Source: an optimization exercise on an open RTL-to-GDS flow (aim: small area, a short achievable clock period and few clock cycles per item). Production flows keep margins and buffers that such runs may drop.
In this exercise RTL edits were held to simulation tests only and were not proved equivalent to the original.

==> flow/design.v, too long to show whole: its modules and the start of the top module <==
// module sqr24: 498 lines
// module mul24: 679 lines
// module mul24s: 684 lines
// module fp_dnr: 24 lines
// module fp_sqr: 23 lines
// module fp_mulg: 49 lines
// module fp_mulnd: 38 lines
// module rca: 20 lines
// module rinc: 19 lines
// module finc: 27 lines
// module fp_addp: 47 lines
// module fp_addg: 64 lines
// module fp_oma: 61 lines
// module sqrt_pre: 24 lines
// module sqrt_row: 30 lines
// module bin_smooth: 159 lines
module bin_smooth #(
    parameter [25:0] CUT = 26'b10_0001_0000_0010_0000_0000_0000
) (
    input  wire        clk,
    input  wire        rst,
    input  wire        in_valid,
    output wire        in_ready,
    input  wire [31:0] in_xr,
    input  wire [31:0] in_xi,
    input  wire [31:0] in_state,
    input  wire [31:0] in_alpha,
    output reg         out_valid,
    input  wire        out_ready,
    output reg  [31:0] out_mag,
    output reg  [31:0] out_state
);
  // ...
==> flow/flow/run.sh <==
#!/bin/bash
set -euo pipefail
bash standard.sh place > flow_place.log 2>&1
openroad -no_init -exit flow/ports.tcl > flow_ports.log 2>&1
bash standard.sh finish > flow_finish.log 2>&1
==> flow/flow/ports.tcl <==
# Resize the port buffers in the placed design (3_place.odb) to buf_2.
set res orfs/results/sky130hd/bin_smooth/base
read_db $res/3_place.odb
set block [ord::get_db_block]
set master [[ord::get_db] findMaster sky130_fd_sc_hd__buf_2]
set n 0
foreach inst [$block getInsts] {
  set name [$inst getName]
  if {[regexp {^(input|output)[0-9]+$} $name] &&
      [[$inst getMaster] getName] eq "sky130_fd_sc_hd__clkdlybuf4s50_1"} {
    $inst swapMaster $master
    incr n
  }
}
puts "resized $n port buffers"

check_placement
write_db $res/3_place.odb
==> flow/standard.sh <==
#!/bin/bash
# synth_recipe.tcl (not shown) runs the flow's synth.tcl, then flattens the netlist and writes it again
# the make line also repeats each setting of config.mk as NAME=value (left out here)
make -C /OpenROAD-flow-scripts/flow DESIGN_CONFIG=/design/flow/config.mk WORK_HOME=/design/flow/orfs CLKGATE_MAP_FILE= SYNTH_SCRIPT=/design/flow/synth_recipe.tcl "${@:-finish}"
==> flow/config.mk <==
export PLATFORM = sky130hd
export DESIGN_NAME = bin_smooth
export DESIGN_NICKNAME = bin_smooth
export VERILOG_FILES = /design/flow/design.v
export SDC_FILE = /design/flow/constraint.sdc
export NUM_CORES = 4
export LEC_CHECK = 0
export ABC_AREA = 1
export CAP_MARGIN = 20
export CORE_MARGIN = 2
export CORE_UTILIZATION = 65
export SETUP_SLACK_MARGIN = 5
export SLEW_MARGIN = 20
==> flow/constraint.sdc <==
create_clock -name core_clock -period 230.0 [get_ports {clk}]
set_input_delay 46.0000 -clock core_clock [delete_from_list [all_inputs] [get_ports {clk}]]
set_output_delay 46.0000 -clock core_clock [all_outputs]
set_load 0.01 [all_outputs]
==> results.json, run 1 <==
{
  "track_usage_pct": 36.5,
  "ant_nets": 0,
  "worstHoldPathCells": 0,
  "drc": 0,
  "drive_gt1_share_pct": 5.63,
  "cp_max_fo": 1,
  "synth-xor-area-share_pct": 5.92,
  "flops_and_latches": 668,
  "final.period_utilization_pct": 20.6,
  "cts_root_buffer": "clkbuf_16",
  "ys.flop_type": "edfxtp_1",
  "crit_arrival_ns": 1.31,
  "syn_inst": 13238,
  "wl_um": 295000,
  "antenna_found_initial": 2,
  "r2r_slack_ns": 186.37,
  "seq_area_mm2": 0.0200,
  "status": "complete, no violations",
  "viasPerCell": 6.00,
  "multi_input_cells": 9481,
  "seq_area_share_pct": 18.3,
  "synth_seq_area_share_pct": 19.2,
  "layout_common_cells": "2951 x nand2_1, 2310 x inv_1, 1353 x fa_1",
  "slowest_delay_ns": 0.42,
  "place_ws_ns": 182.32,
  "stdcell_count": 15171,
  "setup_ws_ns": 182.69,
  "ys_types": 76,
  "grt_overflow_total": 0,
  "place_area_mm2": 0.108,
  "routed.top_layer": "met5",
  "numClockSinks": 668
}
Testbench counts, summed over its fixed seeds: cycles 16,048, items 16,000.
==> inputs of run 2 (changes only) <==
==> flow/flow/run.sh (replaced) <==
#!/bin/bash
set -euo pipefail
R=orfs/results/sky130hd/bin_smooth/base
bash standard.sh synth > flow_synth.log 2>&1
python3 flow/fapol.py $R/1_2_yosys.v > flow_fapol.log 2>&1
rm -f $R/1_synth.odb $R/1_synth.sdc
bash standard.sh place > flow_place.log 2>&1
openroad -no_init -exit flow/ports.tcl > flow_ports.log 2>&1
bash standard.sh finish > flow_finish.log 2>&1
==> flow/flow/fapol.py (new file) <==
#!/usr/bin/env python3
"""Full-adder polarity clean-up on a mapped sky130 netlist.

A full adder is self-dual: FA(~a, ~b, ~c) = ~FA(a, b, c) on both outputs.
After synthesis many fa cells sit between inverters. For each fa cell this
pass may swap to the complemented form (feed it the inverters' inputs and
take complemented outputs) when that removes more inverters than it adds.
Registers and ports are untouched; the logic function is unchanged.
Afterwards an inverting gate whose only load is an inverter is replaced
by the matching non-inverting gate.
usage: fapol.py netlist.v (rewritten in place)"""
import re
import sys

path = sys.argv[1]
lines = open(path).read().split('\n')

INV = re.compile(r'^sky130_fd_sc_hd__(clk)?inv_\d+$')
FA = re.compile(r'^sky130_fd_sc_hd__fa_\d+$')

header, insts, footer = [], [], []
order = []
i = 0
while i < len(lines):
    l = lines[i]
    m = re.match(r'^  (sky130_fd_sc_hd__\w+) (\S+) +\($', l)
    if m:
        typ, name = m.group(1), m.group(2)
        pins = {}
        i += 1
        while lines[i] != '  );':
            pm = re.match(r'^    \.(\w+)\((.*)\),?$', lines[i])
            pins[pm.group(1)] = pm.group(2).strip()
            i += 1
        insts.append([typ, name, pins])
        order.append(name)
        i += 1
        continue
    if insts:
        footer.append(l)
    else:
        header.append(l)
    i += 1

for l in header + footer:
    if re.match(r'^  sky130_fd_sc_hd__', l):
        sys.exit('fapol: unparsed instance line: ' + l)

ports = set()
for l in header:
    m = re.match(r'^\s*(input|output|inout)\s+(\[[^\]]*\]\s*)?(\S+);', l)
    if m:
        ports.add(m.group(3))


def is_port(n):
    base = n.split('[')[0].strip()
    return base in ports or n in ports


OUTP = ('X', 'Y', 'Q', 'Q_N', 'COUT', 'SUM', 'HI', 'LO')
inst = {}
drv, loads = {}, {}
for typ, name, pins in insts:
    inst[name] = [typ, pins]
    for p, n in pins.items():
        if p in OUTP:
            drv[n] = (name, p)
        else:
            loads.setdefault(n, set()).add((name, p))

cnt = [0]
new_wires = []


def newnet():
    cnt[0] += 1
    n = f'_fpol{cnt[0]}_'
    new_wires.append(n)
    return n


def inv_of(n):
    """inverter instance whose input is n, if any"""
    for (nm, p) in loads.get(n, ()):
        if INV.match(inst[nm][0]) and p == 'A' and not is_port(inst[nm][1]['Y']):
            return nm
    return None


def driven_by_inv(n):
    d = drv.get(n)
    if d and INV.match(inst[d[0]][0]):
        return d[0]
    return None


def add_inv(a, y):
    nm = f'_fpoli{cnt[0]}_'
    cnt[0] += 1
    inst[nm] = ['sky130_fd_sc_hd__inv_1', {'A': a, 'Y': y}]
    order.append(nm)
    drv[y] = (nm, 'Y')
    loads.setdefault(a, set()).add((nm, 'A'))
    return nm


def connect(nm, p, old, new):
    inst[nm][1][p] = new
    loads[old].discard((nm, p))
    loads.setdefault(new, set()).add((nm, p))


def delta(f):
    pins = inst[f][1]
    d = 0
    ins = [pins[p] for p in ('A', 'B', 'CIN')]
    if len(set(ins)) < 3 or any(n.startswith("1'") for n in ins):
        return 1
    for n in ins:
        j = driven_by_inv(n)
        if j:
            if not is_port(n) and all(x[0] == f for x in loads[n]):
                d -= 1
        elif inv_of(n) is None:
            d += 1
    for o in ('SUM', 'COUT'):
        s = pins[o]
        need = is_port(s)
        for (nm, p) in loads.get(s, ()):
            if INV.match(inst[nm][0]) and not is_port(inst[nm][1]['Y']):
                d -= 1
            else:
                need = True
        if need:
            d += 1
    return d


def flip(f):
    pins = inst[f][1]
    for p in ('A', 'B', 'CIN'):
        n = pins[p]
        j = driven_by_inv(n)
        if j:
            connect(f, p, n, inst[j][1]['A'])
            if not loads[n] and not is_port(n):
                loads[inst[j][1]['A']].discard((j, 'A'))
                del inst[j]
                del drv[n]
        else:
            k = inv_of(n)
            if k is None:
                y = newnet()
                k = add_inv(n, y)
            connect(f, p, n, inst[k][1]['Y'])
    for o in ('SUM', 'COUT'):
        s = pins[o]
        s2 = newnet()
        pins[o] = s2
        drv[s2] = (f, o)
        del drv[s]
        need = is_port(s)
        for (nm, p) in list(loads.get(s, ())):
            if INV.match(inst[nm][0]) and not is_port(inst[nm][1]['Y']):
                t = inst[nm][1]['Y']
                for (m2, p2) in list(loads.get(t, ())):
                    connect(m2, p2, t, s2)
                loads[s].discard((nm, p))
                del inst[nm]
                del drv[t]
            else:
                need = True
        if need:
            add_inv(s2, s)


fas = [nm for nm in order if nm in inst and FA.match(inst[nm][0])]
total = 0
for it in range(10):
    changed = 0
    for f in fas:
        if delta(f) < 0:
            flip(f)
            changed += 1
    total += changed
    if not changed:
        break

# An inverting gate whose only load is an inverter becomes the matching
# non-inverting gate, and the inverter goes.
POS = {'nand2_1': ('and2_1', 'Y', 'X'), 'nor2_1': ('or2_1', 'Y', 'X'),
       'nand3_1': ('and3_1', 'Y', 'X'), 'nor3_1': ('or3_1', 'Y', 'X'),
       'o21ai_0': ('o21a_1', 'Y', 'X'), 'o21ai_1': ('o21a_1', 'Y', 'X'),
       'o22ai_1': ('o22a_1', 'Y', 'X'), 'a21oi_1': ('a21o_1', 'Y', 'X'),
       'a22oi_1': ('a22o_1', 'Y', 'X'), 'mux2i_1': ('mux2_1', 'Y', 'X'),
       'xor2_1': ('xnor2_1', 'X', 'Y'), 'xnor2_1': ('xor2_1', 'Y', 'X')}
merged = 0
for nm in list(order):
    if nm not in inst or not INV.match(inst[nm][0]):
        continue
    a, y = inst[nm][1]['A'], inst[nm][1]['Y']
    d = drv.get(a)
    if d is None or is_port(a) or len(loads.get(a, ())) != 1:
        continue
    g = d[0]
    short = inst[g][0].replace('sky130_fd_sc_hd__', '')
    if short not in POS or d[1] != POS[short][1]:
        continue
    newt, op, np_ = POS[short]
    pins = inst[g][1]
    del pins[op]
    pins[np_] = y
    inst[g][0] = 'sky130_fd_sc_hd__' + newt
    del drv[a]
    loads[a].discard((nm, 'A'))
    drv[y] = (g, np_)
    del inst[nm]
    merged += 1

ninv = sum(1 for v in inst.values() if INV.match(v[0]))
out = []
last_wire = max(k for k, l in enumerate(header) if l.strip().startswith('wire'))
for k, l in enumerate(header):
    out.append(l)
    if k == last_wire:
        for w in new_wires:
            out.append(f'  wire {w};')


def fmt(n):
    return n + ' ' if n.startswith('\\') and not n.endswith(' ') else n


for nm in order:
    if nm not in inst:
        continue
    typ, pins = inst[nm]
    out.append(f'  {typ} {fmt(nm)} (')
    items = list(pins.items())
    for k, (p, n) in enumerate(items):
        out.append(f'    .{p}({fmt(n)})' + (',' if k < len(items) - 1 else ''))
    out.append('  );')
out += footer
open(path, 'w').write('\n'.join(out))
print(f'fapol: {total} full adders flipped, {merged} inverters merged into gates, '
      f'{ninv} inverters left')
--- a/flow/config.mk
+++ b/flow/config.mk
@@ -8,6 +8,6 @@
 export ABC_AREA = 1
 export CAP_MARGIN = 20
 export CORE_MARGIN = 2
-export CORE_UTILIZATION = 65
+export CORE_UTILIZATION = 70
 export SETUP_SLACK_MARGIN = 5
 export SLEW_MARGIN = 20
==> run 2 against run 1 <==
- sequential cell count unchanged
- core utilization is 4.7 points higher
- sequential share of layout area grew 0.68 points
- global-route usage rose by 3.6 points
- critical path type unchanged
- maximum frequency about the same
- final cell count down 8.2%
- final area fell by 3.6%
- synthesized cell count is 7.9% lower
- highest routed layer unchanged
- critical endpoint unchanged
- hold slack better by 0.021 ns
==> results.json, run 2 <==
{
  "syn_area_per_cell_um2": 8.27,
  "drc": 0,
  "fin_worst_skew_ns": 0.0529,
  "cts_hold_buf": 0,
  "htreeDepth": 3,
  "ant_nets": 0,
  "io_buffer_count": 194,
  "vias": 89208,
  "gp_congestion": 0.992,
  "final.period_utilization_pct": 20.6,
  "hold_class": "flop to flop",
  "coreArea_mm2": 0.143,
  "rsz0062_at_grt": "no",
  "worstHoldPathCells": 0,
  "end_kind": "output port",
  "ctsResizeCount": 0,
  "crit_slowest_cell": "edfxtp_1",
  "cp_data_required_time_ns": 184.00,
  "mostFrequentLayoutCell": "nand2_1",
  "setup_tns_ns": 0,
  "grt_pass1_vias": 89601,
  "nets": 13947,
  "hold_ws_ns": 0.408,
  "slowest_delay_ns": 0.42,
  "cts_tree": "done",
  "cp.depth": 1,
  "ioPinCount": 198,
  "startpoint_type": "flop",
  "numClockSinks": 668,
  "largest_register_ffs": 216,
  "syn_inst": 12195,
  "multiInputGateArea_mm2": 0.0731,
  "cp_max_fo": 1,
  "fill_cells": 10537,
  "grt_pass1_wl_um": 472000,
  "cts_root_buffer": "clkbuf_16",
  "cts_buffer_depth": 3,
  "path_delay_family": "flip-flops",
  "largest_register": "it.cut.sq",
  "path_buf_inv": 1,
  "grt_max_degree": 113,
  "reg2reg_depth": 128,
  "die_area_mm2": 0.147,
  "wire_per_inst_um": 21.1,
  "fp.dieH_um": 384,
  "viasPerCell": 6.41,
  "worst_skew_pair.late_latency_ns": 0.71,
  "worst_pin_slew_ns": 1.15,
  "synth_area_mm2": 0.101,
  "utilization_pct": 73.6,
  "firstDrtPassIters": 9,
  "hold_viol_final": 0,
  "ys_warn_count": 8,
  "cts.clk_slew.worst_paths_ns": 0.06,
  "drv_slew": 0,
  "path_cells": "buf_2",
  "stdcell_count": 13921,
  "max_freq_ghz": 0.0212,
  "die_w_um": 384,
  "wl_um": 294000,
  "fin_crit_ns": 47.28,
  "reg_top3": "it.cut.sq x216, it.cut.qq x57, it.cut.rq x34",
  "status": "complete, no violations",
  "crit_arrival_ns": 1.27,
  "drive_gt1_share_pct": 5.75,
  "track_usage_pct": 40.1,
  "place_inst": 13788,
  "grt_overflow_total": 0,
  "antenna_found_initial": 3,
  "seq_area_mm2": 0.0200,
  "setup_viol": 0,
  "floorplan.initialDensity_pct": 70.4,
  "first_iter_violations": 10860,
  "post_cts_buffers": 0,
  "cap_violations": 0,
  "layout_common_cells": "2826 x nand2_1, 1353 x fa_1, 1272 x inv_1",
  "numCtsBuffers": 71,
  "rows": 139,
  "place.detailed.hpwl_um": 218000,
  "area_growth_pct": 4.56,
  "crit_type": "flop to output port",
  "slew_headroom_pct": 22.4
}
run 2: path summary, 6_finish.rpt:
check	end	startpoint	slack, ns
hold reg to reg	it[13].cut.sq[3]$_DFFE_PN_	r_oma1[2]$_SDFFCE_PP0N_	0.41
setup reg to reg	it[20].cut.rq[6]$_DFFE_PN_	it[13].cut.qq[0]$_DFFE_PN_	187.31
hold / removal	it[13].cut.sq[3]$_DFFE_PN_	r_oma1[2]$_SDFFCE_PP0N_	0.41
setup / recovery	out_mag[16]	out_mag[16]$_DFFE_PP_	182.73
run 2: per-layer routing:
layer | vias up | track usage [%] | share of wire (%)
met2 | 5821 | 64.3 | 46
met5 | - | 0 | 0.011
met3 | 1398 | 8.86 | 11
met1 | 42233 | 52.5 | 38
li1 | 39752 | - | -
met4 | 4 | 18.1 | 5.3
run 2: area by class of cell:
class	count	area share (%)
Antenna cell	1	0.00237
Clock buffer	85	1.74
Clock inverter	46	0.578
Inverter	1348	4.81
Multi-Input combinational cell	9481	69.3
Sequential cell	668	19.0
Tap cell	1903	2.26
Timing Repair Buffer	389	2.32
run 2: metrics by stage:
step                      setup slack (ns)  instance area (um2)
after floorplan                     182.32               101000
after global placement              182.43               104000
after detailed placement            182.41               104000
after CTS                           182.69               105000
after global routing                182.71               105000
final                               182.73               105000
==> inputs of run 3 (changes only) <==
--- a/flow/config.mk
+++ b/flow/config.mk
@@ -8,6 +8,6 @@
 export ABC_AREA = 1
 export CAP_MARGIN = 20
 export CORE_MARGIN = 2
-export CORE_UTILIZATION = 70
+export CORE_UTILIZATION = 65
 export SETUP_SLACK_MARGIN = 5
 export SLEW_MARGIN = 20
==> run 3 against run 2 <==
- still clean
- wire length fell by 2.5%
- sequential share of layout area about the same
- core utilization is 5.0 points lower
- die area increased by 7.6%
- critical endpoint is now out_mag[19]
- largest cell class unchanged
==> results.json, run 3 <==
{
  "cts_tree": "done",
  "hold_ws_ns": 0.396,
  "cap_violations": 0,
  "worst_pin_slew_ns": 1.29,
  "fin_crit_ns": 47.25,
  "ys_warn_count": 8,
  "ant_nets": 0,
  "wire_per_inst_um": 20.4,
  "firstDrtPassIters": 10,
  "wl_um": 286000,
  "coreArea_mm2": 0.154,
  "path_buf_inv": 1,
  "area_growth_pct": 4.70,
  "nets": 13955,
  "io_buffer_count": 194,
  "gp_congestion": 0.988,
  "path_delay_family": "flip-flops",
  "track_usage_pct": 36.5,
  "cts.clk_slew.worst_paths_ns": 0.06,
  "hold_viol_final": 0,
  "ioPinCount": 198,
  "final.period_utilization_pct": 20.5,
  "slowest_delay_ns": 0.41,
  "floorplan.initialDensity_pct": 65.4,
  "viasPerCell": 6.20,
  "grt_max_degree": 146,
  "syn_inst": 12195,
  "largest_register": "it.cut.sq",
  "post_cts_buffers": 0,
  "crit_slowest_cell": "edfxtp_1",
  "antenna_found_initial": 3,
  "ctsResizeCount": 0,
  "startpoint_type": "flop",
  "crit_type": "flop to output port",
  "fp.dieH_um": 398,
  "grt_pass1_vias": 88524,
  "cts_hold_buf": 0,
  "worst_skew_pair.late_latency_ns": 0.70,
  "setup_tns_ns": 0,
  "hold_class": "flop to flop",
  "drive_gt1_share_pct": 5.84,
  "mostFrequentLayoutCell": "nand2_1",
  "die_area_mm2": 0.158,
  "grt_overflow_total": 0,
  "max_freq_ghz": 0.0212,
  "setup_viol": 0,
  "cp_max_fo": 1,
  "numCtsBuffers": 74,
  "cts_root_buffer": "clkbuf_16",
  "rows": 144,
  "cts_buffer_depth": 3,
  "vias": 87233,
  "crit_arrival_ns": 1.25,
  "numClockSinks": 668,
  "slew_headroom_pct": 13.7,
  "fin_worst_skew_ns": 0.0562,
  "status": "complete, no violations",
  "drv_slew": 0,
  "cp_data_required_time_ns": 184.00,
  "synth_area_mm2": 0.101,
  "first_iter_violations": 8980,
  "layout_common_cells": "2826 x nand2_1, 1353 x fa_1, 1273 x inv_1",
  "end_kind": "output port",
  "place.detailed.hpwl_um": 216000,
  "path_cells": "buf_2",
  "reg_top3": "it.cut.sq x216, it.cut.qq x57, it.cut.rq x34",
  "grt_pass1_wl_um": 465000,
  "largest_register_ffs": 216,
  "htreeDepth": 3,
  "die_w_um": 398,
  "rsz0062_at_grt": "no",
  "drc": 0,
  "syn_area_per_cell_um2": 8.27
}
-- run 3: layout make-up --
| class | instances | area (um2) |
|---|---|---|
| Timing Repair Buffer | 394 | 2490 |
| Antenna cell | 1 | 2.50 |
| Sequential cell | 668 | 20000 |
| Multi-Input combinational cell | 9481 | 73100 |
| Clock buffer | 83 | 1890 |
| Tap cell | 2044 | 2560 |
| Inverter | 1348 | 5070 |
| Fill cell | 12586 | 48500 |
| Clock inverter | 45 | 459 |
-- run 3: per-stage QoR --
| step | instance area, um2 | cells | setup slack [ns] | util [%] |
|---|---|---|---|---|
| floorplan | 101000 | 12196 | 182.32 | - |
| global placement | 104000 | 13934 | 182.39 | 67.6 |
| detailed placement | 104000 | 13934 | 182.36 | 67.6 |
| CTS | 106000 | 14062 | 182.71 | 68.5 |
| global route | 106000 | 14063 | 182.72 | 68.5 |
| finish | 106000 | 14064 | 182.75 | 68.5 |
-- run 3: routing by layer --
| metal | wire length [um] | global-route usage (%) | part of all wire (%) |
|---|---|---|---|
| met1 | 114000 | 48.8 | 40 |
| met3 | 29200 | 7.93 | 10 |
| met5 | 13 | 0 | 0.0045 |
| met4 | 12700 | 14.7 | 4.4 |
| met2 | 131000 | 58.2 | 46 |
-- run 3: worst paths after layout --
kind | startpoint | end | slack, ns | cells after the start
worst min register to register | r_oma1[8]$_SDFFCE_PP0N_ | it[13].cut.sq[9]$_DFFE_PN_ | 0.40 | 0
worst max-delay path | out_mag[19]$_DFFE_PP_ | out_mag[19] | 182.75 | 1
worst max register to register | it[13].cut.qq[0]$_DFFE_PN_ | it[20].cut.rq[6]$_DFFE_PN_ | 186.63 | 128
worst min-delay path | r_oma1[8]$_SDFFCE_PP0N_ | it[13].cut.sq[9]$_DFFE_PN_ | 0.40 | 0

[port drivers added, routing unchanged]
Ports are ideal in the flow. The routed layouts listed here were re-timed in OpenROAD.
Step 1 (the two cells are an assumption about what drives the block):
set clk [get_ports {clk}]
set_driving_cell -lib_cell sky130_fd_sc_hd__clkbuf_16 $clk
set_driving_cell -lib_cell sky130_fd_sc_hd__buf_2 [delete_from_list [all_inputs] $clk]
Step 2 moves the port delays by t, midway between the first and last clock arrival at a register: inputs arrive t later, outputs are due t later. That takes back most of the time a late clock gives input paths.
Slacks: no drivers / after step 1 / after step 2; pairs: no drivers / after step 1.
run	t (ns)	setup slack, ns	clock arrival spread, ns	worst register clock-pin slew, ns	worst data-port slew with drivers (ns)
run 1	0.797	182.694 / 182.606 / 182.694	0.058 / 0.058	0.07 / 0.07	0.05
run 2	0.766	182.725 / 182.642 / 182.764	0.054 / 0.054	0.10 / 0.10	0.05
run 3	0.759	182.748 / 182.663 / 182.743	0.057 / 0.056	0.08 / 0.08	0.06
After both steps every run listed still meets setup and hold. For run 3, which loses most, drivers alone change the setup slack by -0.085 ns; drivers and shift together by -0.005 ns.
